What follows belongs to an exercise in optimizing a design on an open flow for a short achievable clock period and few clock cycles; a production flow would make more cautious choices. In this exercise RTL edits were held to simulation tests only and were not proved equivalent to the original. Power and IR drop assume default switching activity.

**run.sh**
```bash
#!/bin/bash
# synth_recipe.tcl (not shown) runs the flow's synth.tcl, then flattens the netlist and writes it again
# the make line also repeats each setting of config.mk as NAME=value (left out here)
make -C /OpenROAD-flow-scripts/flow DESIGN_CONFIG=/design/flow/config.mk WORK_HOME=/design/flow/orfs CLKGATE_MAP_FILE= SYNTH_SCRIPT=/design/flow/synth_recipe.tcl finish
```
**design.v**
```verilog
module solar16_core (
    input  wire        clk,
    input  wire        rst,           
    input  wire [16:0] prog_len,      
    output wire        imem_req,
    output wire [15:0] imem_addr,
    input  wire        imem_ack,
    input  wire [31:0] imem_rdata,
    output wire        dmem_req,
    output wire        dmem_we,
    output wire [15:0] dmem_addr,
    output wire [7:0]  dmem_wdata,
    input  wire        dmem_ack,
    input  wire [7:0]  dmem_rdata,
    output wire        in_req,
    input  wire        in_ack,
    input  wire        in_eof,
    input  wire [20:0] in_char,
    output reg         out_valid,
    output reg  [7:0]  out_data,
    output wire [1:0]  run_state,     
    output reg  [2:0]  fault_cause,
    output reg  [16:0] fault_pc,
    output reg  [7:0]  fault_opcode,
    output reg  [7:0]  fault_operand,
    output wire [16:0] pc_out,
    output wire        z_out,
    input  wire [3:0]  dbg_sel,
    output wire [15:0] dbg_reg
);
    localparam OP_ADD  = 8'h00, OP_SUB  = 8'h01, OP_MUL  = 8'h02;
    localparam OP_RADD = 8'h03, OP_RSUB = 8'h04, OP_RMUL = 8'h05;
    localparam OP_MOV  = 8'h10, OP_LD   = 8'h11, OP_ST   = 8'h12, OP_CLR = 8'h13;
    localparam OP_JMP  = 8'h20, OP_JZ   = 8'h21, OP_JNZ  = 8'h22, OP_HALT = 8'h23;
    localparam OP_CMP  = 8'h30;
    localparam OP_AND  = 8'h40, OP_NOT  = 8'h41, OP_OR   = 8'h42, OP_XOR = 8'h43;
    localparam OP_SHL  = 8'h44, OP_SHR  = 8'h45;
    localparam OP_CLZ  = 8'hF0, OP_NOP  = 8'hFF;
    localparam F_ILLEGAL  = 3'd1, F_MISALIGN = 3'd2, F_OUTOFPROG = 3'd3, F_BADREG = 3'd4;
    localparam ST_RUN = 2'd0, ST_HALT = 2'd1, ST_FAULT = 2'd2;
    localparam D_FAULT = 0,    
               D_U1    = 1,    
               D_U2    = 2,    
               D_ADD   = 3,    
               D_SUB   = 4,    
               D_MUL   = 5,    
               D_AND   = 6,
               D_OR    = 7,
               D_XOR   = 8,
               D_NOT   = 9,
               D_SHL   = 10,
               D_SHR   = 11,
               D_MOV   = 12,
               D_CLR   = 13,
               D_CMP   = 14,
               D_CLZ   = 15,
               D_JMP   = 16,
               D_JZ    = 17,
               D_JNZ   = 18,
               D_HALT  = 19,
               D_LD    = 20,   
               D_LDIN  = 21,   
               D_ST    = 22,
               D_OUT   = 23,   
               D_WR    = 24,   
               D_ZRES  = 25,   
               D_BIMM  = 26,   
               D_TBAD  = 27,   
               D_TBAD4 = 28,   
               D_FOPND = 29,   
               D_ILL   = 30,   
               D_ZW    = 31,   
               D_BYP   = 32,   
               D_LBYP  = 33,   
               DW      = 34;
    reg        plt4;              
    reg [14:0] limw;              
    reg        plt8;              
    reg [14:0] limw1;             
    function [DW-1:0] predecode(input [31:0] w, input lt4, input [14:0] lim);
        reg [7:0] o, b1, b2;
        reg [15:0] im;
        reg legal, u1, u2, bad1, bad2, mis;
        begin
            o = w[7:0]; b1 = w[15:8]; b2 = w[23:16]; im = w[31:16];
            predecode = {DW{1'b0}};
            legal = 1'b1; u1 = 1'b0; u2 = 1'b0;
            case (o)
                OP_ADD, OP_SUB, OP_MUL, OP_LD, OP_ST, OP_CLR, OP_NOT, OP_SHL, OP_SHR:
                    u1 = 1'b1;
                OP_RADD, OP_RSUB, OP_RMUL, OP_MOV, OP_CMP, OP_AND, OP_OR, OP_XOR: begin
                    u1 = 1'b1; u2 = 1'b1;
                end
                OP_JMP, OP_JZ, OP_JNZ, OP_HALT, OP_CLZ, OP_NOP: ;
                default: legal = 1'b0;
            endcase
            bad1 = u1 && (b1[7:4] != 4'd0);
            bad2 = u2 && (b2[7:4] != 4'd0);
            mis  = (im[1:0] != 2'b00) || lt4;
            predecode[D_FAULT] = !legal || bad1 || bad2;
            predecode[D_ILL]   = !legal;
            predecode[D_FOPND] = !bad1;
            predecode[D_U1]    = u1;
            predecode[D_U2]    = u2;
            predecode[D_ADD]   = (o == OP_ADD) || (o == OP_RADD);
            predecode[D_SUB]   = (o == OP_SUB) || (o == OP_RSUB);
            predecode[D_MUL]   = (o == OP_MUL) || (o == OP_RMUL);
            predecode[D_AND]   = (o == OP_AND);
            predecode[D_OR]    = (o == OP_OR);
            predecode[D_XOR]   = (o == OP_XOR);
            predecode[D_NOT]   = (o == OP_NOT);
            predecode[D_SHL]   = (o == OP_SHL);
            predecode[D_SHR]   = (o == OP_SHR);
            predecode[D_MOV]   = (o == OP_MOV);
            predecode[D_CLR]   = (o == OP_CLR);
            predecode[D_CMP]   = (o == OP_CMP);
            predecode[D_CLZ]   = (o == OP_CLZ);
            predecode[D_JMP]   = (o == OP_JMP);
            predecode[D_JZ]    = (o == OP_JZ);
            predecode[D_JNZ]   = (o == OP_JNZ);
            predecode[D_HALT]  = (o == OP_HALT);
            predecode[D_LD]    = (o == OP_LD) && (im != 16'hFF10);
            predecode[D_LDIN]  = (o == OP_LD) && (im == 16'hFF10);
            predecode[D_ST]    = (o == OP_ST);
            predecode[D_OUT]   = (o == OP_ST) && (im == 16'hFF00);
            predecode[D_WR]    = (o == OP_ADD) || (o == OP_SUB) ||
                                 (o == OP_RADD) || (o == OP_RSUB) ||
                                 (o == OP_AND) || (o == OP_OR) || (o == OP_XOR) ||
                                 (o == OP_NOT) || (o == OP_SHL) || (o == OP_SHR) ||
                                 (o == OP_MOV) || (o == OP_CLR);
            predecode[D_ZRES]  = (o == OP_ADD) || (o == OP_SUB) ||
                                 (o == OP_RADD) || (o == OP_RSUB) ||
                                 (o == OP_AND) || (o == OP_OR) || (o == OP_XOR) ||
                                 (o == OP_NOT) || (o == OP_SHL) || (o == OP_SHR);
            predecode[D_ZW]    = (o == OP_ADD) || (o == OP_SUB) ||
                                 (o == OP_RADD) || (o == OP_RSUB) ||
                                 (o == OP_AND) || (o == OP_OR) || (o == OP_XOR) ||
                                 (o == OP_NOT) || (o == OP_SHL) || (o == OP_SHR) ||
                                 (o == OP_CLR) || (o == OP_CMP) || (o == OP_CLZ) ||
                                 (o == OP_MUL) || (o == OP_RMUL);
            predecode[D_BIMM]  = (o == OP_ADD) || (o == OP_SUB) || (o == OP_MUL) ||
                                 (o == OP_SHL) || (o == OP_SHR);
            predecode[D_BYP]   = (o == OP_AND) || (o == OP_OR) || (o == OP_XOR) ||
                                 (o == OP_NOT) || (o == OP_SHL) || (o == OP_SHR) ||
                                 (o == OP_MOV) || (o == OP_CMP);
            predecode[D_LBYP]  = (o == OP_ADD) || (o == OP_SUB) ||
                                 (o == OP_RADD) || (o == OP_RSUB) ||
                                 (o == OP_AND) || (o == OP_OR) || (o == OP_XOR) ||
                                 (o == OP_NOT) || (o == OP_SHL) || (o == OP_SHR) ||
                                 (o == OP_MOV) || (o == OP_CMP) || (o == OP_CLR);
            predecode[D_TBAD]  = mis || ({1'b0, im[15:2]} > lim);
            predecode[D_TBAD4] = mis || ({1'b0, im[15:2]} >= lim);
        end
    endfunction
    reg [1:0]  st;
    reg [16:0] pc;                
    reg [16:0] pc4r;              
    reg        pcb4r, pcb8r;      
    reg        zf;
    reg [15:0] regs [0:15];
    reg [15:0] dregs [0:15];
    reg [1:0]  st_d;
    reg [16:0] fpc;               
    reg        fbad;              
    reg        f_pend;            
    reg        f_kill;            
    reg [31:0] fb0, fb1;          
    reg [1:0]  fq;                
    reg        f_pt, fb0_pt, fb1_pt, ir_pt;   
    localparam NB = 4;
    reg [NB-1:0] bv;
    reg [NB-1:0] bbad;            
    reg [15:0] bpc [0:NB-1];
    reg [15:0] btg [0:NB-1];
    reg [1:0]  bptr;
    reg        ir_v;
    reg [31:0] ir;
    reg [DW-1:0] id;
    reg [15:0] opa, opb;          
    reg        ra_z, ra_nz, ti_z, ti_nz;
    reg        mp;
    reg [3:0]  mp_rd;
    reg [15:0] ms, mc;            
    reg        cv, cur_we;
    reg [15:0] cur_a1;
    reg [7:0]  cur_hi;
    reg        nv, nxt_we;
    reg [15:0] nxt_a;
    reg [7:0]  nxt_lo, nxt_hi;
    reg        d_pend;            
    reg        d_ld0, d_ld1;      
    reg [7:0]  ls_lo;             
    reg        li;
    reg [3:0]  li_rd;
    reg        lm0, lm1;
    reg [15:0] m_li, m_lm0, m_lm1, m_mp;
    reg [15:0] ir_oh1, ir_oh2;
    reg        dep1_r;            
    reg        byp_a, byp_b;      
    reg        lbyp_a, lbyp_b;    
    reg        dep_x;             
    reg [3:0]  lm_rd0, lm_rd1;
    wire [7:0]  ir_op1 = ir[15:8];
    wire [7:0]  ir_op2 = ir[23:16];
    wire [15:0] ir_imm = ir[31:16];
    wire [3:0]  ir_rd  = ir[11:8];
    wire [3:0]  ir_rs  = ir[19:16];
    wire [15:0] in_value = (in_eof || in_char == 21'd10) ? 16'd0 : in_char[15:0];
    wire        li_wr = li && in_ack;
    wire        lm_wr = d_pend && d_ld1 && dmem_ack;    
    wire [15:0] lm_val = {dmem_rdata, ls_lo};
    wire [15:0] mprod = ms + mc;
    wire e_act   = ir_v && (st == ST_RUN);
    wire quiet   = !li && !lm0 && !cv && !nv;
    wire l_late  = d_pend && d_ld1;                
    wire l_byp   = (lbyp_a || lbyp_b) && id[D_LBYP] && l_late;
    wire dep     = dep_x ||
                   ((lbyp_a || lbyp_b) && !l_byp) ||
                   ((byp_a || byp_b) && !id[D_BYP]);
    wire stall   = (id[D_FAULT] || id[D_HALT]) ? !quiet :
                   (dep ||
                    (id[D_LD]   && (lm1 || nv)) ||
                    (id[D_LDIN] && li) ||
                    (id[D_ST]   && nv));
    wire e_gor   = e_act && !stall;                
    wire e_go    = e_gor && (!l_byp || dmem_ack);   
    wire e_ok    = e_go && !id[D_FAULT];           
    wire e_wr    = e_ok && id[D_WR];
    wire e_mul   = e_gor && !id[D_FAULT] && id[D_MUL];
    wire e_mem   = e_act && !id[D_FAULT] && !dep1_r && !nv &&
                   ((id[D_LD] && !lm1) || id[D_ST]);
    wire e_in    = e_act && !id[D_FAULT] && !dep1_r && !li && id[D_LDIN];
    wire e_ldm   = e_mem && id[D_LD];
    wire is_br   = id[D_JMP] || id[D_JZ] || id[D_JNZ];
    wire tk      = zf ? ti_z : ti_nz;
    wire br_tk   = e_go && tk;                         
    wire redir   = ir_v && (st == ST_RUN) &&
                   (zf ? ra_z : ra_nz);                
    wire [16:0] pc4  = pc4r;
    wire [16:0] pc8  = pc4r + 17'd4;
    wire        pcb4 = pcb4r;
    wire        pcb8 = pcb8r;
    wire [16:0] rtgt = tk ? {1'b0, ir_imm} : pc4;
    wire        rbad = tk ? id[D_TBAD] : pcb4;
    wire [16:0] npc  = tk ? {1'b0, ir_imm} : pc4;      
    wire [1:0] st_n = (e_go && id[D_FAULT]) ? ST_FAULT :
                      (e_go && id[D_HALT])  ? ST_HALT :
                      (!e_go && drained && quiet && st == ST_RUN) ? ST_FAULT : st;
    wire any_wr = e_wr || mp || lm_wr || li_wr;
    wire [15:0] xa   = lbyp_a ? lm_val : opa;
    wire [15:0] xb   = lbyp_b ? lm_val : opb;
    wire [15:0] sum  = xa + xb;
    wire [15:0] dif  = xa - xb;
    wire [15:0] la   = byp_a ? mprod : xa;
    wire [15:0] lb   = byp_b ? mprod : xb;
    wire [15:0] shl  = la << opb[3:0];
    wire [15:0] shr  = la >> opb[3:0];
    wire [15:0] res  = ({16{id[D_ADD]}} & sum) |
                       ({16{id[D_SUB]}} & dif) |
                       ({16{id[D_AND]}} & (la & lb)) |
                       ({16{id[D_OR]}}  & (la | lb)) |
                       ({16{id[D_XOR]}} & (la ^ lb)) |
                       ({16{id[D_NOT]}} & ~la) |
                       ({16{id[D_SHL]}} & shl) |
                       ({16{id[D_SHR]}} & shr) |
                       ({16{id[D_MOV]}} & lb);
    wire [15:0] ts, tc;
    solar16_mul_tree u_mul (.a(opa), .b(opb), .s(ts), .c(tc));
    reg  [16:0] za, zb;           
    reg         mz;
    integer q;
    always @(*) begin
        za[0] = 1'b1;
        zb[0] = 1'b1;
        for (q = 1; q <= 16; q = q + 1) begin
            za[q] = za[q-1] && !opa[q-1];
            zb[q] = zb[q-1] && !opb[q-1];
        end
        mz = 1'b0;
        for (q = 0; q <= 16; q = q + 1)
            mz = mz || (za[q] && zb[16-q]);
    end
    integer i;
    reg        bhit, bhbad;
    reg [15:0] bt;
    integer k;
    always @(*) begin
        bhit  = 1'b0;
        bhbad = 1'b0;
        bt    = 16'd0;
        for (k = 0; k < NB; k = k + 1)
            if (bv[k] && bpc[k] == fpc[15:0]) begin
                bhit  = 1'b1;
                bhbad = bbad[k];
                bt    = btg[k];
            end
    end
    wire live    = f_pend && !f_kill;
    wire new_in  = imem_ack && live && !redir;
    wire [2:0] occ = {2'b0, ir_v} + {1'b0, fq} + {2'b0, live};
    wire want    = (st == ST_RUN) && !fbad && (occ <= 3'd2);
    wire f_try   = redir ? !rbad : want;           
    wire f_issue = f_try && (!f_pend || imem_ack);
    wire fb4     = plt4 || (fpc[16:2] >= {1'b0, limw});            
    wire drained = !ir_v && (fq == 2'd0) && !live && fbad;
    assign imem_req  = f_issue;
    assign imem_addr = redir ? rtgt[15:0] : fpc[15:0];
    wire [16:0] fpc_i = redir ? (tk ? {1'b0, ir_imm} + 17'd4 : pc8) :
                                (bhit ? {1'b0, bt} : fpc + 17'd4);
    wire        fbad_i = redir ? (tk ? id[D_TBAD4] : pcb8) : (bhit ? bhbad : fb4);
    wire adv     = !ir_v || e_go;
    wire [31:0] nxw = (fq != 2'd0) ? fb0 : imem_rdata;
    wire        npt = (fq != 2'd0) ? fb0_pt : f_pt;
    wire [3:0]  nrd = nxw[11:8];
    wire [3:0]  nrs = nxw[19:16];
    wire [DW-1:0] nid = predecode(nxw, plt4, limw);
    wire [15:0] m_li_n  = e_in ? ir_oh1 : (li_wr ? 16'd0 : m_li);
    wire [15:0] m_mp_n  = e_mul ? ir_oh1 : 16'd0;
    wire [15:0] m_lm0_n = lm_wr ? (lm1 ? m_lm1 : (e_ldm ? ir_oh1 : 16'd0)) :
                          (e_ldm && !lm0) ? ir_oh1 : m_lm0;
    wire [15:0] m_lm1_n = lm_wr ? ((lm1 && e_ldm) ? ir_oh1 : 16'd0) :
                          (e_ldm && lm0) ? ir_oh1 : m_lm1;
    wire [15:0] oh1_n   = (adv && !redir) ? (nid[D_U1] ? (16'd1 << nxw[11:8]) : 16'd0) : ir_oh1;
    wire [15:0] oh2_n   = (adv && !redir) ? (nid[D_U2] ? (16'd1 << nxw[19:16]) : 16'd0) : ir_oh2;
    function [15:0] rdreg(input [3:0] i);
        begin
            if (e_wr && ir_rd == i)      rdreg = res;
            else if (mp && mp_rd == i)   rdreg = mprod;
            else if (lm_wr && lm_rd0 == i) rdreg = lm_val;
            else if (li_wr && li_rd == i)  rdreg = in_value;
            else                         rdreg = regs[i];
        end
    endfunction
    function [15:0] hold(input [3:0] i, input [15:0] cur);
        begin
            if (mp && mp_rd == i)          hold = mprod;
            else if (lm_wr && lm_rd0 == i) hold = lm_val;
            else if (li_wr && li_rd == i)  hold = in_value;
            else                           hold = cur;
        end
    endfunction
    wire d_try = cv || nv || e_mem;
    wire d_issue = d_try && (!d_pend || dmem_ack);
    assign dmem_req   = d_issue;
    assign dmem_we    = cv ? cur_we : nv ? nxt_we : id[D_ST];
    assign dmem_addr  = cv ? cur_a1 : nv ? nxt_a  : ir_imm;
    assign dmem_wdata = cv ? cur_hi : nv ? nxt_lo : opa[7:0];
    assign in_req     = e_in;
    assign run_state = st_d;
    assign pc_out    = pc;
    assign z_out     = zf;
    solar16_dbg_mux u_dbg (
        .r0(dregs[0]),   .r1(dregs[1]),   .r2(dregs[2]),   .r3(dregs[3]),
        .r4(dregs[4]),   .r5(dregs[5]),   .r6(dregs[6]),   .r7(dregs[7]),
        .r8(dregs[8]),   .r9(dregs[9]),   .r10(dregs[10]), .r11(dregs[11]),
        .r12(dregs[12]), .r13(dregs[13]), .r14(dregs[14]), .r15(dregs[15]),
        .sel(dbg_sel), .q(dbg_reg));
    always @(posedge clk) begin
        for (i = 0; i < 16; i = i + 1)
            dregs[i] <= regs[i];
        st_d <= rst ? ST_RUN : (any_wr ? st : st_n);
    end
    always @(posedge clk) begin
        plt4 <= (prog_len < 17'd4);
        limw <= prog_len[16:2] - 15'd1;
        plt8 <= (prog_len < 17'd8);
        limw1 <= prog_len[16:2] - 15'd2;
    end
    always @(posedge clk) begin
        out_valid <= 1'b0;
        if (rst) begin
            st            <= ST_RUN;
            pc            <= 17'd0;
            pc4r          <= 17'd4;
            pcb4r         <= (prog_len < 17'd8);
            pcb8r         <= (prog_len < 17'd12);
            ra_z          <= 1'b0;
            ra_nz         <= 1'b0;
            ti_z          <= 1'b0;
            ti_nz         <= 1'b0;
            zf            <= 1'b0;
            fault_cause   <= 3'd0;
            fault_pc      <= 17'd0;
            fault_opcode  <= 8'd0;
            fault_operand <= 8'd0;
            out_data      <= 8'd0;
            for (i = 0; i < 16; i = i + 1)
                regs[i] <= 16'd0;
            fpc    <= 17'd0;
            fbad   <= (prog_len < 17'd4);
            f_pend <= 1'b0;
            f_kill <= 1'b0;
            fq     <= 2'd0;
            f_pt   <= 1'b0;
            fb0_pt <= 1'b0;
            fb1_pt <= 1'b0;
            ir_pt  <= 1'b0;
            bv     <= {NB{1'b0}};
            bbad   <= {NB{1'b0}};
            bptr   <= 2'd0;
            for (i = 0; i < NB; i = i + 1) begin
                bpc[i] <= 16'd0;
                btg[i] <= 16'd0;
            end
            fb0    <= 32'd0;
            fb1    <= 32'd0;
            ir_v   <= 1'b0;
            ir     <= 32'd0;
            id     <= {DW{1'b0}};
            opa    <= 16'd0;
            opb    <= 16'd0;
            mp     <= 1'b0;
            mp_rd  <= 4'd0;
            ms     <= 16'd0;
            mc     <= 16'd0;
            cv     <= 1'b0;
            cur_we <= 1'b0;
            cur_a1 <= 16'd0;
            cur_hi <= 8'd0;
            nv     <= 1'b0;
            nxt_we <= 1'b0;
            nxt_a  <= 16'd0;
            nxt_lo <= 8'd0;
            nxt_hi <= 8'd0;
            d_pend <= 1'b0;
            d_ld0  <= 1'b0;
            d_ld1  <= 1'b0;
            ls_lo  <= 8'd0;
            li     <= 1'b0;
            li_rd  <= 4'd0;
            lm0    <= 1'b0;
            lm1    <= 1'b0;
            lm_rd0 <= 4'd0;
            lm_rd1 <= 4'd0;
            m_li   <= 16'd0;
            m_lm0  <= 16'd0;
            m_lm1  <= 16'd0;
            m_mp   <= 16'd0;
            ir_oh1 <= 16'd0;
            ir_oh2 <= 16'd0;
            dep1_r <= 1'b0;
            byp_a  <= 1'b0;
            byp_b  <= 1'b0;
            lbyp_a <= 1'b0;
            lbyp_b <= 1'b0;
            dep_x  <= 1'b0;
        end else begin
            if (f_issue) begin
                f_pend <= 1'b1;
                f_kill <= 1'b0;
                f_pt   <= !redir && bhit;
                fpc    <= fpc_i;
                fbad   <= fbad_i;
            end else begin
                if (imem_ack) begin
                    f_pend <= 1'b0;
                    f_kill <= 1'b0;
                end else if (redir) begin
                    f_kill <= f_pend;
                end
                if (redir) begin
                    fpc  <= rtgt;
                    fbad <= rbad;
                end
            end
            if (redir) begin
                fq    <= 2'd0;
                ir_v  <= 1'b0;
                ra_z  <= 1'b0;
                ra_nz <= 1'b0;
            end else begin
                if (adv) begin
                    ir_v  <= (fq != 2'd0) || new_in;
                    ir    <= nxw;
                    id    <= nid;
                    ir_pt <= npt;
                    ir_oh1 <= nid[D_U1] ? (16'd1 << nxw[11:8]) : 16'd0;
                    ir_oh2 <= nid[D_U2] ? (16'd1 << nxw[19:16]) : 16'd0;
                    ra_z  <= nid[D_JMP] ? !npt : nid[D_JZ] ? !npt : nid[D_JNZ] ? npt : 1'b0;
                    ra_nz <= nid[D_JMP] ? !npt : nid[D_JZ] ? npt : nid[D_JNZ] ? !npt : 1'b0;
                    ti_z  <= nid[D_JMP] || nid[D_JZ];
                    ti_nz <= nid[D_JMP] || nid[D_JNZ];
                    if (fq == 2'd2) begin
                        fb0    <= fb1;
                        fb0_pt <= fb1_pt;
                        if (new_in) begin fb1 <= imem_rdata; fb1_pt <= f_pt; end
                        fq <= new_in ? 2'd2 : 2'd1;
                    end else if (fq == 2'd1) begin
                        if (new_in) begin fb0 <= imem_rdata; fb0_pt <= f_pt; end
                        fq <= new_in ? 2'd1 : 2'd0;
                    end
                end else if (new_in) begin
                    if (fq == 2'd0) begin fb0 <= imem_rdata; fb0_pt <= f_pt; end
                    else            begin fb1 <= imem_rdata; fb1_pt <= f_pt; end
                    fq <= fq + 2'd1;
                end
            end
            if (adv) begin
                opa <= rdreg(nrd);
                opb <= nid[D_BIMM] ? nxw[31:16] : rdreg(nrs);
            end else begin
                opa <= hold(ir_rd, opa);
                opb <= id[D_BIMM] ? opb : hold(ir_rs, opb);
            end
            if (e_go) begin
                if (id[D_FAULT]) begin
                    st            <= ST_FAULT;
                    fault_cause   <= id[D_ILL] ? F_ILLEGAL : F_BADREG;
                    fault_pc      <= pc;
                    fault_opcode  <= ir[7:0];
                    fault_operand <= id[D_ILL] ? 8'd0 : (id[D_FOPND] ? ir_op2 : ir_op1);
                end else if (id[D_HALT]) begin
                    st <= ST_HALT;
                end else begin
                    pc    <= npc;
                    pc4r  <= npc + 17'd4;
                    pcb4r <= plt4 || (npc[16:2] >= {1'b0, limw});
                    pcb8r <= plt8 || (npc[16:2] >= {1'b0, limw1});
                    if (id[D_OUT]) begin
                        out_valid <= 1'b1;
                        out_data  <= opa[7:0];
                    end
                end
            end else if (drained && quiet && st == ST_RUN) begin
                st          <= ST_FAULT;
                fault_cause <= (fpc[1:0] != 2'b00) ? F_MISALIGN : F_OUTOFPROG;
                fault_pc    <= fpc;
            end
            if (e_ok && id[D_ZW])
                zf <= id[D_CLR] || (id[D_CMP] && la == lb) ||
                      (id[D_ZRES] && res == 16'd0) || (id[D_MUL] && mz);
            for (i = 0; i < 16; i = i + 1)
                if (e_wr && ir_rd == i)      regs[i] <= res;
                else if (mp && mp_rd == i)   regs[i] <= mprod;
                else if (lm_wr && lm_rd0 == i) regs[i] <= lm_val;
                else if (li_wr && li_rd == i)  regs[i] <= in_value;
            mp <= e_mul;
            m_mp <= m_mp_n;
            dep1_r <= |(oh1_n & (m_li_n | m_lm0_n | m_lm1_n | m_mp_n));
            byp_a  <= |(oh1_n & m_mp_n);
            byp_b  <= |(oh2_n & m_mp_n);
            lbyp_a <= |(oh1_n & m_lm0_n);
            lbyp_b <= |(oh2_n & m_lm0_n);
            dep_x  <= |((oh1_n | oh2_n) & (m_li_n | m_lm1_n));
            if (e_mul) begin
                mp_rd <= ir_rd;
                ms    <= ts;
                mc    <= tc;
            end
            if (e_go && is_br) begin
                if (tk && !ir_pt) begin
                    bv[bptr]   <= 1'b1;
                    bbad[bptr] <= id[D_TBAD];
                    bpc[bptr]  <= pc[15:0];
                    btg[bptr]  <= ir_imm;
                    bptr       <= bptr + 2'd1;
                end else if (!tk && ir_pt) begin
                    for (i = 0; i < NB; i = i + 1)
                        if (bpc[i] == pc[15:0]) bv[i] <= 1'b0;
                end
            end
            if (d_issue) begin
                d_pend <= 1'b1;
                if (cv) begin
                    cv    <= 1'b0;
                    d_ld0 <= 1'b0;
                    d_ld1 <= !cur_we;
                end else if (nv) begin
                    cv     <= 1'b1;
                    cur_we <= nxt_we;
                    cur_a1 <= nxt_a + 16'd1;
                    cur_hi <= nxt_hi;
                    nv     <= 1'b0;
                    d_ld0  <= !nxt_we;
                    d_ld1  <= 1'b0;
                end else begin
                    cv     <= 1'b1;
                    cur_we <= id[D_ST];
                    cur_a1 <= ir_imm + 16'd1;
                    cur_hi <= opa[15:8];
                    d_ld0  <= id[D_LD];
                    d_ld1  <= 1'b0;
                end
            end else if (dmem_ack) begin
                d_pend <= 1'b0;
            end
            if (e_mem && (cv || nv || !d_issue)) begin
                nv     <= 1'b1;
                nxt_we <= id[D_ST];
                nxt_a  <= ir_imm;
                nxt_lo <= opa[7:0];
                nxt_hi <= opa[15:8];
            end
            if (d_pend && dmem_ack && d_ld0)
                ls_lo <= dmem_rdata;
            m_li  <= m_li_n;
            m_lm0 <= m_lm0_n;
            m_lm1 <= m_lm1_n;
            if (e_in) begin
                li    <= 1'b1;
                li_rd <= ir_rd;
            end else if (li_wr) begin
                li   <= 1'b0;
            end
            if (lm_wr) begin
                lm0    <= lm1 || e_ldm;
                lm_rd0 <= lm1 ? lm_rd1 : ir_rd;
                lm1    <= lm1 && e_ldm;
                lm_rd1 <= ir_rd;
            end else if (e_ldm) begin
                if (lm0) begin
                    lm1    <= 1'b1;
                    lm_rd1 <= ir_rd;
                end else begin
                    lm0    <= 1'b1;
                    lm_rd0 <= ir_rd;
                end
            end
        end
    end
endmodule
module solar16_dbg_mux (
    input  wire [15:0] r0, r1, r2, r3, r4, r5, r6, r7,
    input  wire [15:0] r8, r9, r10, r11, r12, r13, r14, r15,
    input  wire [3:0]  sel,
    output wire [15:0] q
);
    genvar k;
    generate
        for (k = 0; k < 4; k = k + 1) begin : sl
            solar16_dbg_slice u_sl (
                .r0(r0[4*k+3:4*k]),   .r1(r1[4*k+3:4*k]),   .r2(r2[4*k+3:4*k]),   .r3(r3[4*k+3:4*k]),
                .r4(r4[4*k+3:4*k]),   .r5(r5[4*k+3:4*k]),   .r6(r6[4*k+3:4*k]),   .r7(r7[4*k+3:4*k]),
                .r8(r8[4*k+3:4*k]),   .r9(r9[4*k+3:4*k]),   .r10(r10[4*k+3:4*k]), .r11(r11[4*k+3:4*k]),
                .r12(r12[4*k+3:4*k]), .r13(r13[4*k+3:4*k]), .r14(r14[4*k+3:4*k]), .r15(r15[4*k+3:4*k]),
                .sel(sel), .q(q[4*k+3:4*k]));
        end
    endgenerate
endmodule
module solar16_dbg_slice (
    input  wire [3:0] r0, r1, r2, r3, r4, r5, r6, r7,
    input  wire [3:0] r8, r9, r10, r11, r12, r13, r14, r15,
    input  wire [3:0] sel,
    output wire [3:0] q
);
    wire [3:0] lo, hi;
    solar16_dec2 u_dlo (.s(sel[1:0]), .y(lo));
    solar16_dec2 u_dhi (.s(sel[3:2]), .y(hi));
    wire [3:0] g0, g1, g2, g3;
    solar16_ao4 u_g0 (.e(lo), .a(r0),  .b(r1),  .c(r2),  .d(r3),  .y(g0));
    solar16_ao4 u_g1 (.e(lo), .a(r4),  .b(r5),  .c(r6),  .d(r7),  .y(g1));
    solar16_ao4 u_g2 (.e(lo), .a(r8),  .b(r9),  .c(r10), .d(r11), .y(g2));
    solar16_ao4 u_g3 (.e(lo), .a(r12), .b(r13), .c(r14), .d(r15), .y(g3));
    solar16_ao4 u_q  (.e(hi), .a(g0),  .b(g1),  .c(g2),  .d(g3),  .y(q));
endmodule
module solar16_dec2 (input wire [1:0] s, output wire [3:0] y);
    assign y = {s[1] & s[0], s[1] & ~s[0], ~s[1] & s[0], ~s[1] & ~s[0]};
endmodule
module solar16_ao4 (
    input  wire [3:0] e,
    input  wire [3:0] a, b, c, d,
    output wire [3:0] y
);
    assign y = ({4{e[0]}} & a) | ({4{e[1]}} & b) | ({4{e[2]}} & c) | ({4{e[3]}} & d);
endmodule
module solar16_mul_tree (input wire [15:0] a, input wire [15:0] b, output wire [15:0] s, output wire [15:0] c);
    wire [16:0] bb = {b, 1'b0};
    wire one0 = bb[0] ^ bb[1];
    wire two0 = (bb[2] & ~bb[1] & ~bb[0]) | (~bb[2] & bb[1] & bb[0]);
    wire neg0 = bb[2] & ~(bb[1] & bb[0]);
    wire pp0_0 = (((one0 & a[0]) | (two0 & 1'b0)) ^ neg0);
    wire pp0_1 = (((one0 & a[1]) | (two0 & a[0])) ^ neg0);
    wire pp0_2 = (((one0 & a[2]) | (two0 & a[1])) ^ neg0);
    wire pp0_3 = (((one0 & a[3]) | (two0 & a[2])) ^ neg0);
    wire pp0_4 = (((one0 & a[4]) | (two0 & a[3])) ^ neg0);
    wire pp0_5 = (((one0 & a[5]) | (two0 & a[4])) ^ neg0);
    wire pp0_6 = (((one0 & a[6]) | (two0 & a[5])) ^ neg0);
    wire pp0_7 = (((one0 & a[7]) | (two0 & a[6])) ^ neg0);
    wire pp0_8 = (((one0 & a[8]) | (two0 & a[7])) ^ neg0);
    wire pp0_9 = (((one0 & a[9]) | (two0 & a[8])) ^ neg0);
    wire pp0_10 = (((one0 & a[10]) | (two0 & a[9])) ^ neg0);
    wire pp0_11 = (((one0 & a[11]) | (two0 & a[10])) ^ neg0);
    wire pp0_12 = (((one0 & a[12]) | (two0 & a[11])) ^ neg0);
    wire pp0_13 = (((one0 & a[13]) | (two0 & a[12])) ^ neg0);
    wire pp0_14 = (((one0 & a[14]) | (two0 & a[13])) ^ neg0);
    wire pp0_15 = (((one0 & a[15]) | (two0 & a[14])) ^ neg0);
    wire one1 = bb[2] ^ bb[3];
    wire two1 = (bb[4] & ~bb[3] & ~bb[2]) | (~bb[4] & bb[3] & bb[2]);
    wire neg1 = bb[4] & ~(bb[3] & bb[2]);
    wire pp1_0 = (((one1 & a[0]) | (two1 & 1'b0)) ^ neg1);
    wire pp1_1 = (((one1 & a[1]) | (two1 & a[0])) ^ neg1);
    wire pp1_2 = (((one1 & a[2]) | (two1 & a[1])) ^ neg1);
    wire pp1_3 = (((one1 & a[3]) | (two1 & a[2])) ^ neg1);
    wire pp1_4 = (((one1 & a[4]) | (two1 & a[3])) ^ neg1);
    wire pp1_5 = (((one1 & a[5]) | (two1 & a[4])) ^ neg1);
    wire pp1_6 = (((one1 & a[6]) | (two1 & a[5])) ^ neg1);
    wire pp1_7 = (((one1 & a[7]) | (two1 & a[6])) ^ neg1);
    wire pp1_8 = (((one1 & a[8]) | (two1 & a[7])) ^ neg1);
    wire pp1_9 = (((one1 & a[9]) | (two1 & a[8])) ^ neg1);
    wire pp1_10 = (((one1 & a[10]) | (two1 & a[9])) ^ neg1);
    wire pp1_11 = (((one1 & a[11]) | (two1 & a[10])) ^ neg1);
    wire pp1_12 = (((one1 & a[12]) | (two1 & a[11])) ^ neg1);
    wire pp1_13 = (((one1 & a[13]) | (two1 & a[12])) ^ neg1);
    wire one2 = bb[4] ^ bb[5];
    wire two2 = (bb[6] & ~bb[5] & ~bb[4]) | (~bb[6] & bb[5] & bb[4]);
    wire neg2 = bb[6] & ~(bb[5] & bb[4]);
    wire pp2_0 = (((one2 & a[0]) | (two2 & 1'b0)) ^ neg2);
    wire pp2_1 = (((one2 & a[1]) | (two2 & a[0])) ^ neg2);
    wire pp2_2 = (((one2 & a[2]) | (two2 & a[1])) ^ neg2);
    wire pp2_3 = (((one2 & a[3]) | (two2 & a[2])) ^ neg2);
    wire pp2_4 = (((one2 & a[4]) | (two2 & a[3])) ^ neg2);
    wire pp2_5 = (((one2 & a[5]) | (two2 & a[4])) ^ neg2);
    wire pp2_6 = (((one2 & a[6]) | (two2 & a[5])) ^ neg2);
    wire pp2_7 = (((one2 & a[7]) | (two2 & a[6])) ^ neg2);
    wire pp2_8 = (((one2 & a[8]) | (two2 & a[7])) ^ neg2);
    wire pp2_9 = (((one2 & a[9]) | (two2 & a[8])) ^ neg2);
    wire pp2_10 = (((one2 & a[10]) | (two2 & a[9])) ^ neg2);
    wire pp2_11 = (((one2 & a[11]) | (two2 & a[10])) ^ neg2);
    wire one3 = bb[6] ^ bb[7];
    wire two3 = (bb[8] & ~bb[7] & ~bb[6]) | (~bb[8] & bb[7] & bb[6]);
    wire neg3 = bb[8] & ~(bb[7] & bb[6]);
    wire pp3_0 = (((one3 & a[0]) | (two3 & 1'b0)) ^ neg3);
    wire pp3_1 = (((one3 & a[1]) | (two3 & a[0])) ^ neg3);
    wire pp3_2 = (((one3 & a[2]) | (two3 & a[1])) ^ neg3);
    wire pp3_3 = (((one3 & a[3]) | (two3 & a[2])) ^ neg3);
    wire pp3_4 = (((one3 & a[4]) | (two3 & a[3])) ^ neg3);
    wire pp3_5 = (((one3 & a[5]) | (two3 & a[4])) ^ neg3);
    wire pp3_6 = (((one3 & a[6]) | (two3 & a[5])) ^ neg3);
    wire pp3_7 = (((one3 & a[7]) | (two3 & a[6])) ^ neg3);
    wire pp3_8 = (((one3 & a[8]) | (two3 & a[7])) ^ neg3);
    wire pp3_9 = (((one3 & a[9]) | (two3 & a[8])) ^ neg3);
    wire one4 = bb[8] ^ bb[9];
    wire two4 = (bb[10] & ~bb[9] & ~bb[8]) | (~bb[10] & bb[9] & bb[8]);
    wire neg4 = bb[10] & ~(bb[9] & bb[8]);
    wire pp4_0 = (((one4 & a[0]) | (two4 & 1'b0)) ^ neg4);
    wire pp4_1 = (((one4 & a[1]) | (two4 & a[0])) ^ neg4);
    wire pp4_2 = (((one4 & a[2]) | (two4 & a[1])) ^ neg4);
    wire pp4_3 = (((one4 & a[3]) | (two4 & a[2])) ^ neg4);
    wire pp4_4 = (((one4 & a[4]) | (two4 & a[3])) ^ neg4);
    wire pp4_5 = (((one4 & a[5]) | (two4 & a[4])) ^ neg4);
    wire pp4_6 = (((one4 & a[6]) | (two4 & a[5])) ^ neg4);
    wire pp4_7 = (((one4 & a[7]) | (two4 & a[6])) ^ neg4);
    wire one5 = bb[10] ^ bb[11];
    wire two5 = (bb[12] & ~bb[11] & ~bb[10]) | (~bb[12] & bb[11] & bb[10]);
    wire neg5 = bb[12] & ~(bb[11] & bb[10]);
    wire pp5_0 = (((one5 & a[0]) | (two5 & 1'b0)) ^ neg5);
    wire pp5_1 = (((one5 & a[1]) | (two5 & a[0])) ^ neg5);
    wire pp5_2 = (((one5 & a[2]) | (two5 & a[1])) ^ neg5);
    wire pp5_3 = (((one5 & a[3]) | (two5 & a[2])) ^ neg5);
    wire pp5_4 = (((one5 & a[4]) | (two5 & a[3])) ^ neg5);
    wire pp5_5 = (((one5 & a[5]) | (two5 & a[4])) ^ neg5);
    wire one6 = bb[12] ^ bb[13];
    wire two6 = (bb[14] & ~bb[13] & ~bb[12]) | (~bb[14] & bb[13] & bb[12]);
    wire neg6 = bb[14] & ~(bb[13] & bb[12]);
    wire pp6_0 = (((one6 & a[0]) | (two6 & 1'b0)) ^ neg6);
    wire pp6_1 = (((one6 & a[1]) | (two6 & a[0])) ^ neg6);
    wire pp6_2 = (((one6 & a[2]) | (two6 & a[1])) ^ neg6);
    wire pp6_3 = (((one6 & a[3]) | (two6 & a[2])) ^ neg6);
    wire one7 = bb[14] ^ bb[15];
    wire two7 = (bb[16] & ~bb[15] & ~bb[14]) | (~bb[16] & bb[15] & bb[14]);
    wire neg7 = bb[16] & ~(bb[15] & bb[14]);
    wire pp7_0 = (((one7 & a[0]) | (two7 & 1'b0)) ^ neg7);
    wire pp7_1 = (((one7 & a[1]) | (two7 & a[0])) ^ neg7);
    wire s1 = pp0_10 ^ pp1_8;
    wire c2 = pp0_10 & pp1_8;
    wire s3 = pp0_11 ^ pp1_9;
    wire c4 = pp0_11 & pp1_9;
    wire s5 = pp0_12 ^ pp1_10 ^ pp2_8;
    wire c6 = (pp0_12 & pp1_10) | (pp0_12 & pp2_8) | (pp1_10 & pp2_8);
    wire s7 = pp3_6 ^ pp4_4;
    wire c8 = pp3_6 & pp4_4;
    wire s9 = pp0_13 ^ pp1_11 ^ pp2_9;
    wire c10 = (pp0_13 & pp1_11) | (pp0_13 & pp2_9) | (pp1_11 & pp2_9);
    wire s11 = pp3_7 ^ pp4_5;
    wire c12 = pp3_7 & pp4_5;
    wire s13 = pp0_14 ^ pp1_12 ^ pp2_10;
    wire c14 = (pp0_14 & pp1_12) | (pp0_14 & pp2_10) | (pp1_12 & pp2_10);
    wire s15 = pp3_8 ^ pp4_6 ^ pp5_4;
    wire c16 = (pp3_8 & pp4_6) | (pp3_8 & pp5_4) | (pp4_6 & pp5_4);
    wire s17 = pp6_2 ^ pp7_0;
    wire c18 = pp6_2 & pp7_0;
    wire s19 = pp0_15 ^ pp1_13 ^ pp2_11;
    wire c20 = (pp0_15 & pp1_13) | (pp0_15 & pp2_11) | (pp1_13 & pp2_11);
    wire s21 = pp3_9 ^ pp4_7 ^ pp5_5;
    wire c22 = (pp3_9 & pp4_7) | (pp3_9 & pp5_5) | (pp4_7 & pp5_5);
    wire s23 = pp6_3 ^ pp7_1;
    wire c24 = pp6_3 & pp7_1;
    wire s25 = pp0_6 ^ pp1_4;
    wire c26 = pp0_6 & pp1_4;
    wire s27 = pp0_7 ^ pp1_5;
    wire c28 = pp0_7 & pp1_5;
    wire s29 = pp0_8 ^ pp1_6 ^ pp2_4;
    wire c30 = (pp0_8 & pp1_6) | (pp0_8 & pp2_4) | (pp1_6 & pp2_4);
    wire s31 = pp3_2 ^ pp4_0;
    wire c32 = pp3_2 & pp4_0;
    wire s33 = pp0_9 ^ pp1_7 ^ pp2_5;
    wire c34 = (pp0_9 & pp1_7) | (pp0_9 & pp2_5) | (pp1_7 & pp2_5);
    wire s35 = pp3_3 ^ pp4_1;
    wire c36 = pp3_3 & pp4_1;
    wire s37 = pp2_6 ^ pp3_4 ^ pp4_2;
    wire c38 = (pp2_6 & pp3_4) | (pp2_6 & pp4_2) | (pp3_4 & pp4_2);
    wire s39 = pp5_0 ^ neg5 ^ s1;
    wire c40 = (pp5_0 & neg5) | (pp5_0 & s1) | (neg5 & s1);
    wire s41 = pp2_7 ^ pp3_5 ^ pp4_3;
    wire c42 = (pp2_7 & pp3_5) | (pp2_7 & pp4_3) | (pp3_5 & pp4_3);
    wire s43 = pp5_1 ^ s3 ^ c2;
    wire c44 = (pp5_1 & s3) | (pp5_1 & c2) | (s3 & c2);
    wire s45 = pp5_2 ^ pp6_0 ^ neg6;
    wire c46 = (pp5_2 & pp6_0) | (pp5_2 & neg6) | (pp6_0 & neg6);
    wire s47 = s5 ^ s7 ^ c4;
    wire c48 = (s5 & s7) | (s5 & c4) | (s7 & c4);
    wire s49 = pp5_3 ^ pp6_1 ^ s9;
    wire c50 = (pp5_3 & pp6_1) | (pp5_3 & s9) | (pp6_1 & s9);
    wire s51 = s11 ^ c6 ^ c8;
    wire c52 = (s11 & c6) | (s11 & c8) | (c6 & c8);
    wire s53 = neg7 ^ s13 ^ s15;
    wire c54 = (neg7 & s13) | (neg7 & s15) | (s13 & s15);
    wire s55 = s17 ^ c10 ^ c12;
    wire c56 = (s17 & c10) | (s17 & c12) | (c10 & c12);
    wire s57 = s19 ^ s21 ^ s23;
    wire c58 = (s19 & s21) | (s19 & s23) | (s21 & s23);
    wire s59 = c14 ^ c16 ^ c18;
    wire c60 = (c14 & c16) | (c14 & c18) | (c16 & c18);
    wire s61 = pp0_4 ^ pp1_2;
    wire c62 = pp0_4 & pp1_2;
    wire s63 = pp0_5 ^ pp1_3;
    wire c64 = pp0_5 & pp1_3;
    wire s65 = pp2_2 ^ pp3_0 ^ neg3;
    wire c66 = (pp2_2 & pp3_0) | (pp2_2 & neg3) | (pp3_0 & neg3);
    wire s67 = pp2_3 ^ pp3_1 ^ s27;
    wire c68 = (pp2_3 & pp3_1) | (pp2_3 & s27) | (pp3_1 & s27);
    wire s69 = neg4 ^ s29 ^ s31;
    wire c70 = (neg4 & s29) | (neg4 & s31) | (s29 & s31);
    wire s71 = s33 ^ s35 ^ c30;
    wire c72 = (s33 & s35) | (s33 & c30) | (s35 & c30);
    wire s73 = s37 ^ s39 ^ c34;
    wire c74 = (s37 & s39) | (s37 & c34) | (s39 & c34);
    wire s75 = s41 ^ s43 ^ c38;
    wire c76 = (s41 & s43) | (s41 & c38) | (s43 & c38);
    wire s77 = s45 ^ s47 ^ c42;
    wire c78 = (s45 & s47) | (s45 & c42) | (s47 & c42);
    wire s79 = s49 ^ s51 ^ c46;
    wire c80 = (s49 & s51) | (s49 & c46) | (s51 & c46);
    wire s81 = s53 ^ s55 ^ c50;
    wire c82 = (s53 & s55) | (s53 & c50) | (s55 & c50);
    wire s83 = s57 ^ s59 ^ c54;
    wire c84 = (s57 & s59) | (s57 & c54) | (s59 & c54);
    wire s85 = pp0_2 ^ pp1_0;
    wire c86 = pp0_2 & pp1_0;
    wire s87 = pp0_3 ^ pp1_1;
    wire c88 = pp0_3 & pp1_1;
    wire s89 = pp2_0 ^ neg2 ^ s61;
    wire c90 = (pp2_0 & neg2) | (pp2_0 & s61) | (neg2 & s61);
    wire s91 = pp2_1 ^ s63 ^ c62;
    wire c92 = (pp2_1 & s63) | (pp2_1 & c62) | (s63 & c62);
    wire s93 = s25 ^ s65 ^ c64;
    wire c94 = (s25 & s65) | (s25 & c64) | (s65 & c64);
    wire s95 = c26 ^ s67 ^ c66;
    wire c96 = (c26 & s67) | (c26 & c66) | (s67 & c66);
    wire s97 = c28 ^ s69 ^ c68;
    wire c98 = (c28 & s69) | (c28 & c68) | (s69 & c68);
    wire s99 = c32 ^ s71 ^ c70;
    wire c100 = (c32 & s71) | (c32 & c70) | (s71 & c70);
    wire s101 = c36 ^ s73 ^ c72;
    wire c102 = (c36 & s73) | (c36 & c72) | (s73 & c72);
    wire s103 = c40 ^ s75 ^ c74;
    wire c104 = (c40 & s75) | (c40 & c74) | (s75 & c74);
    wire s105 = c44 ^ s77 ^ c76;
    wire c106 = (c44 & s77) | (c44 & c76) | (s77 & c76);
    wire s107 = c48 ^ s79 ^ c78;
    wire c108 = (c48 & s79) | (c48 & c78) | (s79 & c78);
    wire s109 = c52 ^ s81 ^ c80;
    wire c110 = (c52 & s81) | (c52 & c80) | (s81 & c80);
    wire s111 = c56 ^ s83 ^ c82;
    wire c112 = (c56 & s83) | (c56 & c82) | (s83 & c82);
    assign s = {s111, s109, s107, s105, s103, s101, s99, s97, s95, s93, s91, s89, s87, neg1, pp0_1, pp0_0};
    assign c = {c110, c108, c106, c104, c102, c100, c98, c96, c94, c92, c90, c88, c86, s85, 1'b0, neg0};
endmodule
```
**config.mk**
```make
export PLATFORM = sky130hd
export DESIGN_NAME = solar16_core
export DESIGN_NICKNAME = solar16_core
export VERILOG_FILES = /design/flow/design.v
export SDC_FILE = /design/flow/constraint.sdc
export NUM_CORES = 4
export LEC_CHECK = 0
export CAP_MARGIN = 20
export CORE_MARGIN = 2
export CORE_UTILIZATION = 45
export PLACE_DENSITY = 0.65
export SETUP_SLACK_MARGIN = 4.9
export SLEW_MARGIN = 20
export SYNTH_HIERARCHICAL = 1
```
**constraint.sdc**
```tcl
create_clock -name core_clock -period 10.0 [get_ports {clk}]
set_input_delay 2.0000 -clock core_clock [delete_from_list [all_inputs] [get_ports {clk}]]
set_output_delay 2.0000 -clock core_clock [all_outputs]
set_load 0.01 [all_outputs]
```
==> results of run 1 <==
## layout make-up
class,instances,area (µm²),share of cell area (%)
Multi-Input combinational cell,6730,44400,54.0
Inverter,201,762,0.927
Tap cell,2058,2570,3.13
Sequential cell,1165,24700,30.0
Antenna cell,35,87.6,0.107
Timing Repair Buffer,539,5120,6.23
Clock buffer,177,3750,4.56
Clock inverter,63,857,1.04
## synthesized netlist by cell type (56+ instances only)
| cell type | n | area share [%] |
|---|---|---|
| and2_1 | 155 | 1.4 |
| a21oi_1 | 638 | 4.5 |
| clkbuf_1 | 724 | 3.8 |
| nor3_1 | 142 | 1.0 |
| a211oi_1 | 822 | 8.7 |
| ha_1 | 176 | 3.1 |
| nand4_1 | 98 | 0.86 |
| mux2_2 | 84 | 1.3 |
| nand2b_1 | 76 | 0.67 |
| buf_2 | 56 | 0.39 |
| o211ai_1 | 145 | 1.5 |
| a22oi_1 | 449 | 4.7 |
| nand3_1 | 158 | 1.1 |
| inv_1 | 192 | 1.0 |
| nand2_1 | 1071 | 5.6 |
| edfxtp_1 | 131 | 5.5 |
| o21ai_0 | 374 | 2.6 |
| nor2b_1 | 78 | 0.69 |
| dfxtp_1 | 1034 | 29 |
| mux2i_1 | 159 | 2.2 |
| xor2_1 | 94 | 1.2 |
| xnor2_1 | 282 | 3.5 |
| nor2_1 | 925 | 4.9 |
## power by group through the flow
| stage | Sequential, mW | Clock, mW | Combinational [mW] |
|---|---|---|---|
| 5_1_grt | 5.66 | 5.37 | 6.92 |
| 3_5_place_dp | 5.69 | 0 | 6.02 |
| 3_3_place_gp | 5.68 | 0 | 5.96 |
| 6_report | 5.63 | 5.19 | 6.56 |
| 2_1_floorplan | 5.40 | 0 | 4.26 |
| 4_1_cts | 5.60 | 5.18 | 6.17 |
## Yosys stat by module, one instance, submodules excluded, excerpt
| module | cell area (µm²) | copies in the design | cells inside | flops+latches |
|---|---|---|---|---|
| solar16_ao4 | 75.1 | 20 | 12 | 0 |
| solar16_core | 66400 | 1 | 8326 | 1165 |
| solar16_dec2 | 26.3 | 8 | 4 | 0 |
| solar16_mul_tree | 3060 | 1 | 373 | 0 |
## layout by cell type, fill, tap and decap left out, types with 189 or more instances in the layout
cell,instances
a22oi_1,356
nand2_1,1036
inv_1,189
xnor2_1,275
o21ai_0,361
a21oi_1,624
dfxtp_1,1024
a211oi_1,810
buf_4,273
nor2_1,875
## sequential cells by signal (all words and copies together), names as in the netlist, 17 cells and up
| name | flops |
|---|---|
| dregs | 256 |
| regs | 256 |
| bpc | 64 |
| btg | 64 |
| fb0 | 32 |
| fb1 | 32 |
| ir | 32 |
| id | 31 |
| fault_pc | 17 |
| fpc | 17 |
| pc | 17 |
## metrics by stage
| stage | std cells | hold slack (ps) | setup slack [ps] |
|---|---|---|---|
| 6_report | 11000 | 394 | 4710 |
| 5_1_grt | 10900 | 403 | 4680 |
| 4_1_cts | 10900 | 391 | 4720 |
| 3_5_place_dp | 10600 | 382 | 2750 |
| 3_3_place_gp | 10600 | 384 | 2710 |
| 2_1_floorplan | 8971 | 360 | 4950 |
## worst max-delay path, delay by kind of cell
kind                   cells  cell delay [ps]
AND/OR/NAND/NOR            3              410
buffers and inverters      3              450
AO/OA/AOI/OAI              2              420
## how the worst max path moves through the flow
stage	start	endpoint	slack, ps	cells after the start
after floorplan	dbg_sel[1]	dbg_reg[0]	4950	5
after global placement	dmem_rdata[3]	zf	2710	17
after detailed placement	dmem_rdata[3]	zf	2750	17
after CTS	dbg_sel[1]	dbg_reg[6]	4720	8
after global routing	dbg_sel[1]	dbg_reg[0]	4680	9
final	dbg_sel[1]	dbg_reg[6]	4710	8
## per-layer routing
layer,up-vias,GRT usage [%],wire length [µm]
met3,1534,16.5,51000
met2,5768,55.7,135000
li1,32200,-,-
met1,35900,53.1,133000
met5,-,1.34,394
met4,30,25.9,26800
## what timing repair did
action / 4_1_cts / 5_1_grt
gates resized for setup: 386 / 153
pin swaps: 74 / 59
cloned: 20 / 1
setup endpoints to repair: 339 / 230
hold buffers: 0 / 0
buffers inserted: 29 / 19
## logic make-up after synthesis
group,after synthesis,share of synthesized area [%]
other,1,0.00527
adder cells (fa/ha/maj),212,4.10
buffers and inverters,1084,6.18
AND/OR/NAND/NOR,2965,18.9
XOR/XNOR,380,4.74
AO/OA/AOI/OAI,2918,27.9
flip-flops,1165,34.6
multiplexers,246,3.63
==> flow_summary.json, run 1 <==
{
  "p_leak_nw": 29.2,
  "worst-r2r-cell-count": 18,
  "numPortBuffers": 210,
  "clk_pin_slew_ps": 60,
  "holdPathEnd": "dregs[5][4]",
  "synth_cell_types": 117,
  "grt_overflow": 0,
  "fp.coreArea_um2": 157000,
  "fp.dieW_um": 402,
  "post-route-util_pct": 52.4,
  "r2r-start": "mc[10]",
  "power_mw": 17.4,
  "fillers": 14600,
  "drive_above_1_share_pct": 12.6,
  "pwr-share-comb_pct": 37.8,
  "final.setup.tns_ps": 0,
  "yosys_warnings": 11,
  "hold_depth": 0,
  "status": "no timing/DRC/antenna violations",
  "vias": 75500,
  "syn_avg_cell_area_um2": 7.94,
  "worst_pin_slew_ps": 1270,
  "p_seq_share_pct": 32.4,
  "clock_sinks": 1165,
  "min_period_ps": 5290,
  "ir_drop_uv": 143,
  "grt_setup_unrepaired": "true",
  "async_flop_share_pct": 0,
  "reg2reg_to": "zf",
  "track_usage_pct": 40.9,
  "grt_pass1_vias": 68300,
  "gp_congestion": 1.04,
  "fin_skew_ps": 74.3,
  "postSynthCellCount": 8971,
  "numCtsBuffers": 133,
  "wl_per_cell_um": 31.6,
  "hp-start": "regs[5][4]",
  "grt_antenna_before_repair": 37,
  "power.internal_mw": 10.3,
  "drc_errors": 0,
  "start_util_pct": 45.4,
  "dp_hpwl_mm": 225,
  "p_sw_mw": 7.11,
  "drt_iter0_drc": 12500,
  "crit_path_frequent_cell": "a22oi_2",
  "synth_area_um2": 71200,
  "synth_edf_count": 131,
  "h-tree-depth": 4,
  "cap_violations": 0,
  "slew_headroom_pct": 15.1,
  "syn_nets": 9271,
  "path_max_fanout": 8,
  "root_buffer": "clkbuf_16",
  "critical_path_class": "in -> out",
  "drt_first_pass_iters": 14,
  "hold_viol": 0,
  "fin_crit_sh_pct": 52.9,
  "routed_via_density": 6.88,
  "grt_pass1_wl_mm": 488,
  "setup_violations": 0,
  "reg2reg_slack_ps": 4970,
  "ios": 213,
  "cp.required_ps": 8000,
  "cts_tree": "yes",
  "cp_data_arrival_time_ps": 3290,
  "synth-seq-cells": 1165,
  "core.rowCount": 145,
  "swShare_pct": 40.9,
  "area_delta_synth_final_pct": 15.4,
  "antenna_left": 0,
  "place_area_um2": 75000,
  "fin_area_um2": 82200,
  "crit_path_start_kind": "primary input",
  "seq_area_frac_synth_pct": 34.6,
  "final_nets": 9070,
  "maxSlewViolCount": 0,
  "insertion_delay_ps": 850,
  "fmax_mhz": 189,
  "synth_flop_cell": "dfxtp_1",
  "grt_max_degree": 176,
  "p_per_area_nw_per_um2": 212,
  "end_kind": "primary output",
  "path_cells": "buf_16, nor2b_4, buf_8, a22oi_2, nand2_1, a22oi_2, nand2_4, buf_6",
  "drt-total-wl_mm": 346,
  "hold_path.class": "reg -> reg",
  "clock_tree.buffer_depth": 3,
  "die_y_um": 402,
  "cp_slowest_cell": "a22oi_2",
  "die_area_um2": 161000,
  "cpPeakStageDelay_ps": 240,
  "p_clk_share_pct": 29.9
}
Testbench counts, summed over its fixed seeds: cycles 31,255.
==> inputs of run 2 (changes only) <==
--- a/design.v
+++ b/design.v
@@ -145,5 +145,3 @@
                                  (o == OP_MOV) || (o == OP_CMP);
-            predecode[D_LBYP]  = (o == OP_ADD) || (o == OP_SUB) ||
-                                 (o == OP_RADD) || (o == OP_RSUB) ||
-                                 (o == OP_AND) || (o == OP_OR) || (o == OP_XOR) ||
+            predecode[D_LBYP]  = (o == OP_AND) || (o == OP_OR) || (o == OP_XOR) ||
                                  (o == OP_NOT) || (o == OP_SHL) || (o == OP_SHR) ||
@@ -251,4 +249,4 @@
     wire [15:0] xb   = lbyp_b ? lm_val : opb;
-    wire [15:0] sum  = xa + xb;
-    wire [15:0] dif  = xa - xb;
+    wire [15:0] sum  = opa + opb;
+    wire [15:0] dif  = opa - opb;
     wire [15:0] la   = byp_a ? mprod : xa;
==> run 2 against run 1 <==
Design area up 0.33%. Synthesized cell count shrank 0.27%. Die area is 0.42% lower. Clock power grew 3%. Synthesized area decreased by 0.42%. Clock skew decreased by 8.9 ps. Non-clock buffer count grew 45. Register-to-register slack got worse by 110 ps. Fmax shrank 0.71%. Combinational power shrank 5.9%. Cell count rose by 0.28%. Critical endpoint is now dbg_reg[10]. Largest cell class unchanged.
==> flow_summary.json, run 2 <==
{
  "fillers": 14500,
  "fin_skew_ps": 65.5,
  "die_area_um2": 161000,
  "grt_pass1_wl_mm": 495,
  "grt_overflow": 0,
  "path_max_fanout": 8,
  "wl_met2_mm": 137,
  "final_cell_mix": "dfxtp_1 (1025), nand2_1 (1016), nor2_1 (942)",
  "holdPathEnd": "dregs[4][9]",
  "p_per_area_nw_per_um2": 205,
  "start_util_pct": 45.4,
  "fp.coreArea_um2": 156000,
  "setup_slack_ps": 4670,
  "hold_path.class": "reg -> reg",
  "dp_cells": 10600,
  "whs_ps": 387,
  "synth_area_leaders": "dfxtp_1 (29%), a211oi_1 (8.8%), edfxtp_1 (5.5%), nand2_1 (5.5%), nor2_1 (5.2%)",
  "p_leak_nw": 29.9,
  "gp_congestion": 1.05,
  "clock_tree.buffer_depth": 3,
  "wl_met3_mm": 54.8,
  "critical_path_class": "in -> out",
  "post-route-util_pct": 52.7,
  "r2r-start": "lbyp_a",
  "ios": 213,
  "insertion_delay_ps": 830,
  "crit_path_start_kind": "primary input",
  "antenna_left": 0,
  "drt-met1-wl_mm": 133,
  "end_kind": "primary output",
  "grt_antenna_before_repair": 20,
  "async_flop_share_pct": 0,
  "fin_area_um2": 82500,
  "largestRegisters": "dregs (256), regs (256)",
  "yosys_warnings": 11,
  "cp.required_ps": 8000,
  "hold_viol": 0,
  "routed.top_layer": "met5",
  "power_mw": 16.9,
  "final.setup.tns_ps": 0,
  "fin_crit_sh_pct": 53.3,
  "synthMostInstantiatedCell": "nand2_1",
  "cp_data_arrival_time_ps": 3330,
  "routed_via_density": 6.95,
  "reg2reg_slack_ps": 4860,
  "drive_above_1_share_pct": 12.3,
  "hold_depth": 0,
  "maxSlewViolCount": 0,
  "cts_tree": "yes",
  "grt_setup_unrepaired": "true",
  "place_area_um2": 75100,
  "synth_area_leader_cell": "dfxtp_1",
  "numPortBuffers": 210,
  "synth_area_um2": 70900,
  "drc_errors": 0,
  "fp.dieW_um": 401,
  "min_period_ps": 5330,
  "grt_max_degree": 169,
  "grt_pass1_vias": 69100,
  "setup_violations": 0,
  "clk_pin_slew_ps": 60,
  "seq_area_frac_synth_pct": 34.7,
  "numCtsBuffers": 136,
  "root_buffer": "clkbuf_16",
  "status": "no timing/DRC/antenna violations",
  "pre_cts_slack_ps": 2990,
  "area_delta_synth_final_pct": 16.3,
  "synth-seq-cells": 1165,
  "synth_cell_types": 114,
  "die_y_um": 401,
  "mostFrequentLayoutCell": "dfxtp_1",
  "syn_avg_cell_area_um2": 7.93,
  "core.rowCount": 145,
  "drt_first_pass_iters": 12,
  "yosys.area.top_type_share_pct": 29.2,
  "slew_headroom_pct": 10.6,
  "ir_drop_uv": 187,
  "track_usage_pct": 41.6,
  "final_nets": 9110,
  "postSynthCellCount": 8947,
  "reg2reg_to": "regs[12][9]",
  "hp-start": "regs[4][9]",
  "clock_sinks": 1165,
  "dp_hpwl_mm": 227,
  "drt_iter0_drc": 12900,
  "drt-total-wl_mm": 352,
  "worst-r2r-cell-count": 13,
  "cap_violations": 0,
  "syn_nets": 9247,
  "vias": 76500,
  "synth_flop_cell": "dfxtp_1",
  "synth_common_cells": "nand2_1 (1039), dfxtp_1 (1034), nor2_1 (987)",
  "worst_pin_slew_ps": 1330,
  "wl_per_cell_um": 32.0,
  "synth_edf_count": 131,
  "h-tree-depth": 4,
  "fmax_mhz": 188,
  "finalNonFillerCells": 11000
}
==> run 2: kinds of logic after synthesis <==
| group | Yosys count | synth area share [%] |
|---|---|---|
| multiplexers | 255 | 3.80 |
| XOR/XNOR | 357 | 4.48 |
| buffers and inverters | 1079 | 6.01 |
| AO/OA/AOI/OAI | 2902 | 27.9 |
| adder cells (fa/ha/maj) | 212 | 4.12 |
| AND/OR/NAND/NOR | 2976 | 19.0 |
| other | 1 | 0.00529 |
| flip-flops | 1165 | 34.7 |
==> run 2: power breakdown <==
part	leakage (nW)	switching [mW]	total (mW)	internal, mW
combinational	17.8	4.05	6.17	2.12
sequential	9.71	0.390	5.39	5.00
clock	2.33	2.25	5.37	3.12
total	29.9	6.69	16.9	10.2
==> run 2: layout make-up <==
| type | count | area, µm² | area share (%) |
|---|---|---|---|
| multi-input combinational | 6707 | 44000 | 53.4 |
| tap | 2058 | 2570 | 3.12 |
| clock buffer | 186 | 3910 | 4.75 |
| timing repair buffer | 584 | 5560 | 6.74 |
| antenna | 19 | 47.5 | 0.0577 |
| inverter | 216 | 831 | 1.01 |
| sequential | 1165 | 24700 | 29.9 |
| clock inverter | 64 | 886 | 1.07 |
==> run 2: critical path, cell delays in order <==
cell     delay (ps)
buf_16          110
and2b_4         260
buf_12          150
a22oi_2         110
nand2_1         110
a22oi_2         280
nand2_2         150
buf_6           150
==> run 2: what timing repair did <==
action / 4_1_cts / 5_1_grt
cloned: 11 / 3
hold buffers: 0 / 0
setup buffers: 39 / 31
setup endpoints to repair: 296 / 178
resized for setup: 341 / 135
pin swaps: 74 / 64
==> run 2: how the worst max path moves through the flow <==
stage	endpoint	slack (ps)	start	depth (start not counted)
after floorplan	dbg_reg[0]	4950	dbg_sel[1]	5
after global placement	dbg_reg[5]	2990	dbg_sel[1]	7
after detailed placement	dbg_reg[5]	2990	dbg_sel[1]	7
after CTS	dbg_reg[10]	4740	dbg_sel[1]	8
after global routing	dbg_reg[9]	4690	dbg_sel[1]	9
final	dbg_reg[10]	4670	dbg_sel[1]	8
==> run 2: metal layers <==
layer	track usage, %	vias up
met5	2.11	-
met4	25.4	40
met3	17.3	1611
met2	57.2	6226
met1	53.5	36300
li1	-	32300
==> run 2: modules after synthesis, one instance, submodules excluded, excerpt <==
module | copies in the design | cells inside
solar16_core | 1 | 8302
solar16_mul_tree | 1 | 373
solar16_dec2 | 8 | 4
solar16_ao4 | 20 | 12
Testbench counts of run 2, summed over its fixed seeds: cycles 31,341.
==> inputs of run 3 (changes only) <==
--- a/config.mk
+++ b/config.mk
@@ -9,4 +9,4 @@
 export CORE_MARGIN = 2
-export CORE_UTILIZATION = 45
-export PLACE_DENSITY = 0.65
+export CORE_UTILIZATION = 40
+export PLACE_DENSITY = 0.6
 export SETUP_SLACK_MARGIN = 4.9
==> run 3 against run 2 <==
Still clean on timing, DRC and antenna. Synthesized area stayed put. Non-clock buffer count is 43 lower. Clock-buffer cell count is 5 lower. Cell count is 2.3% higher. Worst setup slack worse by 61 ps. Combinational power is 2% lower. Power is 0.85% lower. Fmax is 1.1% lower. Global-route usage is 4.7 points lower. First-iteration DRC count is 8.0% lower.
==> flow_summary.json, run 3 <==
{
  "status": "no timing/DRC/antenna violations",
  "hold_viol": 0,
  "setup_slack_ps": 4610,
  "pre_cts_slack_ps": 2690,
  "largestRegisters": "dregs (256), regs (256)",
  "vias": 75200,
  "critical_path_class": "in -> out",
  "final_cell_mix": "dfxtp_1 (1027), nand2_1 (1023), nor2_1 (939)",
  "yosys_warnings": 11,
  "grt_pass1_vias": 68400,
  "drt-total-wl_mm": 352,
  "grt_antenna_before_repair": 35,
  "fp.dieW_um": 425,
  "grt_max_degree": 92,
  "fin_skew_ps": 88.7,
  "final.setup.tns_ps": 0,
  "drive_above_1_share_pct": 11.7,
  "maxSlewViolCount": 0,
  "final_nets": 9072,
  "fp.coreArea_um2": 176000,
  "cap_violations": 0,
  "crit_path_start_kind": "primary input",
  "grt_overflow": 0,
  "ir_drop_uv": 189,
  "path_max_fanout": 8,
  "p_per_area_nw_per_um2": 204,
  "cts_tree": "yes",
  "hold_path.class": "reg -> reg",
  "synth-seq-cells": 1165,
  "cp.required_ps": 8000,
  "area_delta_synth_final_pct": 16.2,
  "min_period_ps": 5390,
  "synth_area_leader_cell": "dfxtp_1",
  "p_leak_nw": 29.6,
  "numCtsBuffers": 136,
  "slew_headroom_pct": 9.02,
  "clk_pin_slew_ps": 60,
  "die_y_um": 425,
  "cp_data_arrival_time_ps": 3390,
  "fin_crit_sh_pct": 53.9,
  "drt_iter0_drc": 11900,
  "yosys.area.top_type_share_pct": 29.2,
  "synth_edf_count": 131,
  "syn_avg_cell_area_um2": 7.93,
  "track_usage_pct": 37.0,
  "root_buffer": "clkbuf_16",
  "insertion_delay_ps": 840,
  "synth_common_cells": "nand2_1 (1039), dfxtp_1 (1034), nor2_1 (987)",
  "gp_congestion": 1.03,
  "fmax_mhz": 185,
  "synth_cell_types": 114,
  "postSynthCellCount": 8947,
  "antenna_left": 0,
  "routed_via_density": 6.68,
  "cp_slowest_cell": "a22oi_2",
  "worst-r2r-cell-count": 12,
  "numPortBuffers": 210,
  "core.rowCount": 154,
  "end_kind": "primary output",
  "setup_violations": 0,
  "clock_tree.buffer_depth": 3,
  "synthMostInstantiatedCell": "nand2_1",
  "synth_flop_cell": "dfxtp_1",
  "async_flop_share_pct": 0,
  "path_cells": "buf_12, buf_16, nor2b_4, buf_8, a22oi_2, nand2_1, a22oi_2, nand2_2, buf_6",
  "grt_pass1_wl_mm": 492,
  "wl_per_cell_um": 31.3,
  "synth_area_leaders": "dfxtp_1 (29%), a211oi_1 (8.8%), edfxtp_1 (5.5%), nand2_1 (5.5%), nor2_1 (5.2%)",
  "seq_area_frac_synth_pct": 34.7,
  "crit_path_frequent_cell": "a22oi_2",
  "dp_hpwl_mm": 225
}
## run 3: cell counts after synthesis
Identical to the previous run, type by type.
## run 3: worst max-delay path: cells and delay by family
family                 cells  cell delay, ps
AOI/OAI and AO/OA          2             390
buffers and inverters      4             590
and+or+nand+nor            3             400
## run 3: final cells by class
cell class | instances | area [µm²]
Sequential cell | 1165 | 24600
Multi-Input combinational cell | 6712 | 44000
Clock buffer | 181 | 3820
Inverter | 216 | 817
Timing Repair Buffer | 541 | 5150
Clock inverter | 69 | 922
Antenna cell | 33 | 82.6
Tap cell | 2340 | 2930
Fill cell | 17000 | 93700
## run 3: path summary, 6_finish.rpt
kind,startpoint,to,slack [ps]
max,dbg_sel[1],dbg_reg[2],4610
min,regs[13][8],dregs[13][8],390
max reg2reg,byp_b,regs[13][10],4950
min reg2reg,regs[13][8],dregs[13][8],390
## run 3: what timing repair did
action / CTS / global route
endpoints found under the setup margin: 210 / 194
buffers inserted: 24 / 22
gates resized for setup: 339 / 107
pin swaps: 86 / 52
cloned: 10 / 5
## run 3: power by group
part	internal (mW)	switching (mW)	leakage (nW)
clock	3.13	2.22	2.32
combinational	2.04	4.02	17.6
sequential	5.00	0.369	9.71
total	10.2	6.61	29.6
## run 3: cells by family after synthesis
logic type / synth area share, %
fa+ha+maj: 4.12
mux: 3.80
xor+xnor: 4.48
simple gates: 19.0
compound gates: 27.9
buf+inv: 6.01
flops: 34.7
other cells: 0.00529
## run 3: Yosys stat by module, one instance, submodules excluded, excerpt
module | flops+latches | area, µm² | cells inside
solar16_core | 1165 | 66100 | 8302
solar16_mul_tree | 0 | 3060 | 373
solar16_ao4 | 0 | 75.1 | 12
solar16_dec2 | 0 | 26.3 | 4
## run 3: routing by layer
metal  GRT usage (%)  part of all wire, %  vias up
met5           0.212                 0.10        -
met4            22.7                  7.3       18
met3            14.7                   14     1505
met2            51.3                   40     5732
met1            47.5                   39    35800
li1                -                    -    32200
## run 3: metrics by stage
| step | total power [mW] | util (%) | hold slack (ps) | area [µm²] | cells |
|---|---|---|---|---|---|
| 6_report | 16.8 | 46.8 | 385 | 82400 | 11300 |
| 5_1_grt | 17.3 | 46.8 | 393 | 82300 | 11200 |
| 4_1_cts | 16.4 | 46.2 | 391 | 81300 | 11200 |
| 3_5_place_dp | 11.1 | 42.8 | 382 | 75400 | 10900 |
| 3_3_place_gp | 11.0 | 42.7 | 378 | 75300 | 10900 |
| 2_1_floorplan | 9.08 | - | 360 | 70900 | 8947 |

Check on run 3: ideal ports give 4.606 ns setup slack; a clkbuf_16 on the clock port and buf_2 on the inputs give 4.544 ns; moving port delays by the midpoint clock arrival (0.883 ns) as well gives 3.886 ns.
